Context: an optimization exercise on an open-source flow, tuned for small area, a short achievable clock period and few clock cycles. The choices shown serve that exercise and are no tape-out recipe. In this exercise RTL edits were held to simulation tests only and were not proved equivalent to the original. Power figures rest on the tool's default switching activity, not on a simulated workload.

===== design/flow/config.mk =====
export PLATFORM = sky130hd
export DESIGN_NAME = epdq_dither
export DESIGN_NICKNAME = epdq_dither
export VERILOG_FILES = /design/flow/design.v
export SDC_FILE = /design/flow/constraint.sdc
export NUM_CORES = 4
export LEC_CHECK = 0
export CAP_MARGIN = 20
export CORE_MARGIN = 2
export CORE_UTILIZATION = 20
export PLACE_DENSITY = 0.35
export SLEW_MARGIN = 20

===== design/flow/constraint.sdc =====
create_clock -name core_clock -period 30.0 [get_ports {clk}]
set_input_delay 6.0000 -clock core_clock [delete_from_list [all_inputs] [get_ports {clk}]]
set_output_delay 6.0000 -clock core_clock [all_outputs]
set_load 0.01 [all_outputs]

===== design/flow/design.v =====
module epdq_dither #(
    parameter MAX_W = 12
) (
    input  wire        clk,
    input  wire        rst,
    input  wire        start,
    input  wire [1:0]  cfg_op,
    input  wire [2:0]  cfg_mode,
    input  wire [5:0]  cfg_width,
    input  wire [7:0]  cfg_thr_grey,
    input  wire [15:0] cfg_thr3,
    input  wire [15:0] cfg_thr4,
    input  wire [23:0] cfg_margin,
    input  wire [23:0] cfg_color_red,
    input  wire [23:0] cfg_color_yel,
    input  wire        in_valid,
    output reg         in_ready,
    input  wire [7:0]  in_r,
    input  wire [7:0]  in_g,
    input  wire [7:0]  in_b,
    output reg         out_valid,
    input  wire        out_ready,
    output reg  [1:0]  out_sym,
    output reg  [7:0]  out_luma,
    output reg  [23:0] out_q
);
    localparam OP_DGREY  = 2'd1;
    localparam OP_DCOLOR = 2'd2;
    localparam M_BINARY = 3'd0;
    localparam M_BWR    = 3'd1;
    localparam M_BWY    = 3'd2;
    localparam M_BWYR   = 3'd3;
    localparam M_GRAY4  = 3'd4;
    localparam NST = MAX_W - 2;      
    reg [1:0]  op_q;
    reg [2:0]  mode_q;
    reg [3:0]  w_q;
    reg [7:0]  tg_q, l_q, c_q, my_q, mrb_q, mrg_q;
    reg [23:0] col2_q, red_q;
    always @(posedge clk) begin
        op_q   <= cfg_op;
        mode_q <= cfg_mode;
        w_q    <= cfg_width[3:0];
        tg_q   <= cfg_thr_grey;
        l_q    <= (cfg_mode == M_BWYR) ? cfg_thr4[7:0]  : cfg_thr3[7:0];
        c_q    <= (cfg_mode == M_BWYR) ? cfg_thr4[15:8] : cfg_thr3[15:8];
        my_q   <= cfg_margin[7:0];
        mrb_q  <= cfg_margin[15:8];
        mrg_q  <= cfg_margin[23:16];
        col2_q <= (cfg_mode == M_BWR) ? cfg_color_red : cfg_color_yel;
        red_q  <= cfg_color_red;
    end
    wire dgrey = (op_q == OP_DGREY);
    wire dith  = (op_q == OP_DGREY) || (op_q == OP_DCOLOR);
    wire w1    = (w_q == 4'd1);
    wire w2    = (w_q == 4'd2);
    function [7:0] luma;
        input [7:0] r, g, b;
        reg [9:0] s;
        begin
            s = {1'b0, g, 1'b0} + {2'b0, r} + {2'b0, b};
            luma = s[9:2];
        end
    endfunction
    function [23:0] symcol;
        input [1:0]  s;
        input [23:0] c2, c3;
        begin
            case (s)
                2'd0: symcol = 24'h000000;
                2'd1: symcol = 24'hFFFFFF;
                2'd2: symcol = c2;
                default: symcol = c3;
            endcase
        end
    endfunction
    reg v1, v2, sv;
    wire full = out_valid & sv;
    wire m2   = v2 & ~full;              
    wire m1   = v1 & (~v2 | m2);         
    wire fire = in_valid & in_ready;
    wire pop  = out_valid & out_ready;
    wire v1_n = fire | (v1 & ~m1);
    wire v2_n = m1 | (v2 & ~m2);
    wire ov_n = (pop | ~out_valid) ? (sv | m2) : 1'b1;
    wire sv_n = (pop | ~out_valid) ? (sv & m2) : (sv | m2);
    always @(posedge clk) begin
        if (rst) begin
            v1        <= 1'b0;
            v2        <= 1'b0;
            out_valid <= 1'b0;
            sv        <= 1'b0;
            in_ready  <= 1'b1;
        end else begin
            v1        <= v1_n;
            v2        <= v2_n;
            out_valid <= ov_n;
            sv        <= sv_n;
            in_ready  <= ~v1_n | ~v2_n | ~(ov_n & sv_n);
        end
    end
    reg [23:0] s1_px;
    always @(posedge clk)
        if (in_ready)
            s1_px <= {in_r, in_g, in_b};
    wire [7:0]  s1_l  = luma(s1_px[23:16], s1_px[15:8], s1_px[7:0]);
    wire [15:0] s1_lm = s1_l * 8'd171;       
    reg  [7:0]  o0, o1, o2;
    always @(posedge clk)
        if (m1) begin
            o0 <= dgrey ? s1_lm[15:8] : s1_px[23:16];
            o1 <= s1_px[15:8];
            o2 <= s1_px[7:0];
        end
    reg [3:0]  x;                
    reg        row0;             
    reg signed [7:0] hq0, hq1, hq2;      
    reg signed [7:0] a00, a01, a02;      
    reg signed [4:0] a10, a11, a12;      
    wire x0     = (x == 4'd0);
    wire rowend = (x == w_q - 4'd1);
    wire xp0    = (x == 4'd1) | w1;      
    wire sel7 = dith & ~x0;
    wire sel5 = dith & x0 & w1;
    wire sel3 = dith & x0 & w2;
    wire [26:0] dl_out;
    wire use_dl = dith & ~row0 & ~w1 & ~w2;
    wire signed [8:0] rr0 = use_dl ? $signed(dl_out[8:0])   : ((dith & w2) ? {a00[7], a00} : 9'sd0);
    wire signed [8:0] rr1 = use_dl ? $signed(dl_out[17:9])  : ((dith & w2) ? {a01[7], a01} : 9'sd0);
    wire signed [8:0] rr2 = use_dl ? $signed(dl_out[26:18]) : ((dith & w2) ? {a02[7], a02} : 9'sd0);
    function [7:0] carried;          
        input [7:0] o;
        input signed [8:0] r;
        input signed [7:0] h;
        input s7, s5, s3;
        reg signed [13:0] a1, a2, s;
        begin
            a1 = s7 ? {{3{h[7]}}, h, 3'b0} :
                 s5 ? {{4{h[7]}}, h, 2'b0} :
                 s3 ? {{5{h[7]}}, h, 1'b0} : 14'sd0;
            a2 = s7 ? -{{6{h[7]}}, h} :
                 (s5 | s3) ? {{6{h[7]}}, h} : 14'sd0;
            s  = $signed({3'b0, o, 3'b0}) + $signed({{2{r[8]}}, r, 3'b0}) + a1 + a2;
            if (s[13])
                carried = 8'd0;
            else if (s[12:11] != 2'b00)
                carried = 8'd255;
            else
                carried = s[10:3];
        end
    endfunction
    wire [7:0] v0 = carried(o0, rr0, hq0, sel7, sel5, sel3);
    wire [7:0] vg = carried(o1, rr1, hq1, sel7, sel5, sel3);
    wire [7:0] vb = carried(o2, rr2, hq2, sel7, sel5, sel3);
    wire [7:0] gr   = luma(v0, vg, vb);
    wire       grey = (gr >= tg_q);
    wire       r_gt_b = v0 > vb;
    wire       g_gt_b = vg > vb;
    wire is_red3 = ({1'b0, v0} > {1'b0, vb} + {1'b0, mrb_q}) &&
                   ({1'b0, v0} > {1'b0, vg} + {1'b0, mrg_q});
    wire is_yel  = ({1'b0, v0} > {1'b0, vb} + {1'b0, my_q}) &&
                   ({1'b0, vg} > {1'b0, vb} + {1'b0, my_q});
    wire dark3   = (gr < l_q) && (v0 < c_q);
    wire dark4   = (gr < l_q) || (v0 < c_q && vg < c_q);
    reg [1:0] msym;
    always @(*) begin
        case (mode_q)
            M_BINARY: msym = {1'b0, grey};
            M_BWR:    msym = !r_gt_b ? {1'b0, grey} : dark3 ? 2'd0 : is_red3 ? 2'd2 : 2'd1;
            M_BWY:    msym = !(r_gt_b && g_gt_b) ? {1'b0, grey} : dark3 ? 2'd0 : is_yel ? 2'd2 : 2'd1;
            M_BWYR:   msym = !r_gt_b ? {1'b0, grey} : dark4 ? 2'd0 : is_red3 ? 2'd3 :
                             is_yel ? 2'd2 : 2'd1;
            M_GRAY4:  msym = gr[7:6];
            default:  msym = 2'd0;
        endcase
    end
    wire [1:0]  rsym  = dgrey ? {1'b0, v0[7]} : msym;
    wire [7:0]  rluma = dgrey ? v0 : gr;
    wire [23:0] rq    = symcol(rsym, col2_q, red_q);
    wire signed [8:0] e0 = $signed({1'b0, v0}) - $signed({1'b0, rq[23:16]});
    wire signed [8:0] e1 = $signed({1'b0, vg}) - $signed({1'b0, rq[15:8]});
    wire signed [8:0] e2 = $signed({1'b0, vb}) - $signed({1'b0, rq[7:0]});
    function [8:0] mul3;     
        input signed [7:0] h;
        reg signed [9:0] t;
        begin
            t = {{2{h[7]}}, h} + {h[7], h, 1'b0};
            mul3 = {{2{t[9]}}, t[9:3]};
        end
    endfunction
    function [8:0] mul5;     
        input signed [7:0] h;
        reg signed [10:0] t;
        begin
            t = {{3{h[7]}}, h} + {h[7], h, 2'b0};
            mul5 = {t[10], t[10:3]};
        end
    endfunction
    wire signed [8:0] db0 = mul3(hq0), db1 = mul3(hq1), db2 = mul3(hq2);
    wire signed [8:0] dn0 = mul5(hq0), dn1 = mul5(hq1), dn2 = mul5(hq2);
    wire signed [4:0] df0 = hq0[7:3], df1 = hq1[7:3], df2 = hq2[7:3];
    wire signed [8:0] push0 = xp0 ? {a00[7], a00} : {a00[7], a00} + db0;
    wire signed [8:0] push1 = xp0 ? {a01[7], a01} : {a01[7], a01} + db1;
    wire signed [8:0] push2 = xp0 ? {a02[7], a02} : {a02[7], a02} + db2;
    wire signed [8:0] na00  = (xp0 ? 9'sd0 : {{4{a10[4]}}, a10}) + dn0;
    wire signed [8:0] na01  = (xp0 ? 9'sd0 : {{4{a11[4]}}, a11}) + dn1;
    wire signed [8:0] na02  = (xp0 ? 9'sd0 : {{4{a12[4]}}, a12}) + dn2;
    wire [26:0] push = {push2, push1, push0};
    always @(posedge clk) begin
        if (start) begin
            x    <= 4'd0;
            row0 <= 1'b1;
            hq0 <= 8'sd0; hq1 <= 8'sd0; hq2 <= 8'sd0;
            a00 <= 8'sd0; a01 <= 8'sd0; a02 <= 8'sd0;
            a10 <= 5'sd0; a11 <= 5'sd0; a12 <= 5'sd0;
        end else if (m2) begin
            x    <= rowend ? 4'd0 : x + 4'd1;
            if (rowend)
                row0 <= 1'b0;
            hq0 <= e0[8:1]; hq1 <= e1[8:1]; hq2 <= e2[8:1];
            a00 <= na00[7:0]; a01 <= na01[7:0]; a02 <= na02[7:0];
            a10 <= df0; a11 <= df1; a12 <= df2;
        end
    end
    genvar k;
    generate
        for (k = 0; k < NST; k = k + 1) begin : g_dl
            reg  [26:0] st;
            wire [26:0] nxt;
            if (k == NST - 1) begin : g_top
                assign nxt = push;
            end else begin : g_mid
                assign nxt = (w_q == k + 3) ? push : g_dl[k + 1].st;
            end
            always @(posedge clk)
                if (m2)
                    st <= nxt;
        end
    endgenerate
    assign dl_out = g_dl[0].st;
    reg [1:0] sk_sym;
    reg [7:0] sk_luma;
    always @(posedge clk) begin
        if (pop | ~out_valid) begin
            if (sv) begin
                out_sym  <= sk_sym;
                out_luma <= sk_luma;
                out_q    <= symcol(sk_sym, col2_q, red_q);
            end else begin
                out_sym  <= rsym;
                out_luma <= rluma;
                out_q    <= rq;
            end
        end
        if (m2) begin
            sk_sym  <= rsym;
            sk_luma <= rluma;
        end
    end
endmodule

===== design/flow/run.sh =====
#!/bin/bash
# synth_recipe.tcl (not shown) runs the flow's synth.tcl, then flattens the netlist and writes it again
# the make line also repeats each setting of config.mk as NAME=value (left out here)
make -C /OpenROAD-flow-scripts/flow DESIGN_CONFIG=/design/flow/config.mk WORK_HOME=/design/flow/orfs CLKGATE_MAP_FILE= SYNTH_SCRIPT=/design/flow/synth_recipe.tcl finish

==> results.txt <==
[worst max-delay path by stage]
stage / from / end / slack, ns / cells past startpoint
after detailed placement: op_q[1]$_DFF_P_ / hq2[6]$_SDFFE_PP0P_ / 14.96 / 51
final: op_q[1]$_DFF_P_ / hq2[6]$_SDFFE_PP0P_ / 15.06 / 51
after CTS: op_q[1]$_DFF_P_ / hq2[6]$_SDFFE_PP0P_ / 14.90 / 51
after global routing: op_q[1]$_DFF_P_ / hq2[6]$_SDFFE_PP0P_ / 14.05 / 53
after floorplan: op_q[1]$_DFF_P_ / hq0[6]$_SDFFE_PP0P_ / 17.66 / 56
after global placement: op_q[1]$_DFF_P_ / hq2[6]$_SDFFE_PP0P_ / 15.02 / 51
[routing by layer]
layer / part of all wire, % / vias up / GRT usage (%)
met5: 0.040 / - / 0
met1: 48 / 11500 / 16.1
met4: 3.8 / 6 / 5.01
li1: - / 12400 / -
met3: 3.8 / 149 / 2.04
met2: 44 / 406 / 18.8
[critical path: cells and delay by family, from the launching register on]
family | cells | cell delay, ns
compound gates | 19 | 5.10
simple gates | 17 | 4.44
fa+ha+maj | 8 | 3.49
buf+inv | 7 | 1.39
flops | 1 | 0.32
[kinds of logic after synthesis]
logic type      after synthesis  share of synthesized area, %
fa+ha+maj                   431                          18.1
flops                       540                          42.7
compound gates              921                          16.4
mux                          87                          2.80
simple gates                859                          11.5
buf+inv                     430                          4.80
xor+xnor                    141                          3.65
[registers in the layout, indices dropped and copies added (netlist names), 24 cells and up]
name	cells
s1_px	24
red_q	24
out_q	24
col2_q	24
g_dl.st	270
[placed cells by master, fill, tap and decap left out, drive strengths merged, types with 86 or more instances in the layout]
| master | netlist | routed |
|---|---|---|
| dfxtp | 178 | 178 |
| edfxtp | 362 | 362 |
| ha | 328 | 328 |
| clkdlybuf4s50 | 0 | 184 |
| nor2 | 150 | 150 |
| inv | 299 | 306 |
| clkbuf | 121 | 94 |
| a21oi | 242 | 242 |
| fa | 100 | 100 |
| a21o | 86 | 86 |
| nand2 | 450 | 450 |
| xnor2 | 98 | 98 |
| o21ai | 363 | 363 |
[power by group through the flow]
| stage | logic [mW] | clock network (mW) | registers [mW] |
|---|---|---|---|
| after global placement | 2.76 | 0 | 1.01 |
| after global routing | 3.13 | 0.939 | 0.997 |
| after detailed placement | 2.77 | 0 | 1.01 |
| final | 2.74 | 0.871 | 0.987 |
| after floorplan | 1.88 | 0 | 0.990 |
| after CTS | 2.79 | 0.913 | 0.991 |
[through the flow]
step | setup slack [ns] | power [mW]
after floorplan | 17.66 | 2.87
after global placement | 15.02 | 3.77
after detailed placement | 14.96 | 3.78
after CTS | 14.90 | 4.70
after global routing | 14.05 | 5.06
final | 15.06 | 4.60
[area by class of cell]
class	instances	area, um^2
well taps	2204	2760
diodes	2	5.00
clock buffers	94	1950
repair buffers	237	2240
fillers	17900	127000
clock inverters	39	403
multi-input cells	2439	17800
flip-flops and latches	540	14400
inverters	300	1130
==> flow_summary.ini <==
[status]
outcome = finished clean

[power]
p_seq_share_pct = 21.5
power_frac_clock_pct = 19.0
comb_power_share_pct = 59.6
p_int_mw = 2.53
p_sw_share_pct = 45.0
static-leakage-power_nw = 17.1
powerDensity_nw_per_um2 = 113
ir_drop_mv = 0.0751
switching_power_mw = 2.07

[critical_path]
max_stage_delay_ns = 0.86
endpoint_kind = flop
crit_fanout = 31
r2r-end = hq2[6]$_SDFFE_PP0P_
start_kind = flop
critPathKind = flop to flop
cp.required_ns = 30.58
reg2reg_from = op_q[1]$_DFF_P_
cpMaxStageDelayCell = o311ai_0
crit_path_frequent_cell = nor2_1
ff2ff_setup_slack_ns = 15.06
crit_arrival_ns = 15.52
r2r_cells = 51

[finish]
final_cells = 5855
drive_above_1_share_pct = 7.45
syn_to_final_growth_pct = 20.4
fin_util_pct = 24.3
finalInstanceArea_um2 = 40800
final_nets = 4171

[grt]
grt_pass1_wl_mm = 158
grt_max_degree = 77
track_usage_pct = 12.0
antenna_found_initial = 5
first_global_vias = 24500
overflow = 0

[drt]
via_per_inst = 4.18
wl_mm = 104
vias = 24500
wl_per_cell_um = 17.7
drc = 0
drt_iter0_markers = 1295
firstDrtPassIters = 5
postRouteAntennaNets = 0

[yosys]
synthArstFlopShare_pct = 0
synth.most_common_cell = nand2_1
yosysTopAreaCell = edfxtp_1
avgSynthCellArea_um2 = 9.93
synth_nets = 3989
synthTopCellsByArea = edfxtp_1 32%, ha_1 12%, dfxtp_1 11%, fa_1 5.9%, o21ai_0 5.2%
ys_ff_latch = 540
synth_common_cells = 449 x nand2_1, 362 x edfxtp_1, 352 x o21ai_0
syn-instance-count = 3409
netlist_area_um2 = 33800
ys_seq_area_share_pct = 42.7
ys_warn_count = 1
synth_ff_type = edfxtp_1
yosysTopAreaCellShare_pct = 32.1
synth_cell_types = 94
synth_edf_count = 362

[clock_network]
clk_latency_ns = 0.69
cts_buffers = 73
postCtsHoldBufs = 0
clockBufferDepth = 3
cts-root-buf = clkbuf_16
cts_resized = 0
clk_pin_slew_ns = 0.07
cts_sinks = 540
post-cts-setup-buffers = 0
htreeDepth = 3
cts_tree = done

[timing]
slew_violations = 0
final_hold_viol_count = 0
slew_headroom_pct = 32.2
hold_ws_ns = 0.446
fin_crit_sh_pct = 49.8
period_needed_ns = 14.95
fin_setup_tns_ns = 0
rsz0062_at_grt = false
max_freq_mhz = 66.9
worst_slew_pin_slew_ns = 1.00
setup_violations = 0
skew_ns = 0.0329

[hold_path]
hold_class = flop to flop
hold_end = a12[4]$_SDFFE_PP0P_
min_path_cells = 2
hold_path_startpoint = a12[4]$_SDFFE_PP0P_

[place]
dp_cells = 5720
hpwl_mm = 76.4
placed_cell_area_um2 = 38400
io_buffers = 185
place_congestion = 0.825

[floorplanning]
row_count = 150
die_x_um = 415
die_area_um2 = 172000
die_h_um = 415
initial_core_util_pct = 20.2
io_pins = 188
core_area_um2 = 168000

[job]
maxCapViolCount = 0
Testbench counts, summed over its fixed seeds: cycles 13,062.

port drivers added, routing unchanged:
Ports are ideal in the flow. The routed layout listed here was re-timed in OpenROAD. Step 1 sets driving cells, clkbuf_16 on the clock port and buf_2 on the other inputs (assumed; they add their load-dependent delay and slew). Step 2 adds t to the input delays and takes it off the output delays; t is the mean of the earliest and latest rising clock arrival at the registers after step 1. Input paths then give back, and output paths get back, about the clock's delay inside the block. Slacks: ideal / step 1 / step 2; pairs: ideal / step 1.
t (ns): 0.740
slack for setup (ns): 15.055 / 15.055 / 15.055
worst data-port slew with drivers (ns): 0.07
After both steps setup and hold are still met in this run. For this run, drivers alone change the setup slack by 0.000 ns; drivers and shift together by 0.000 ns.
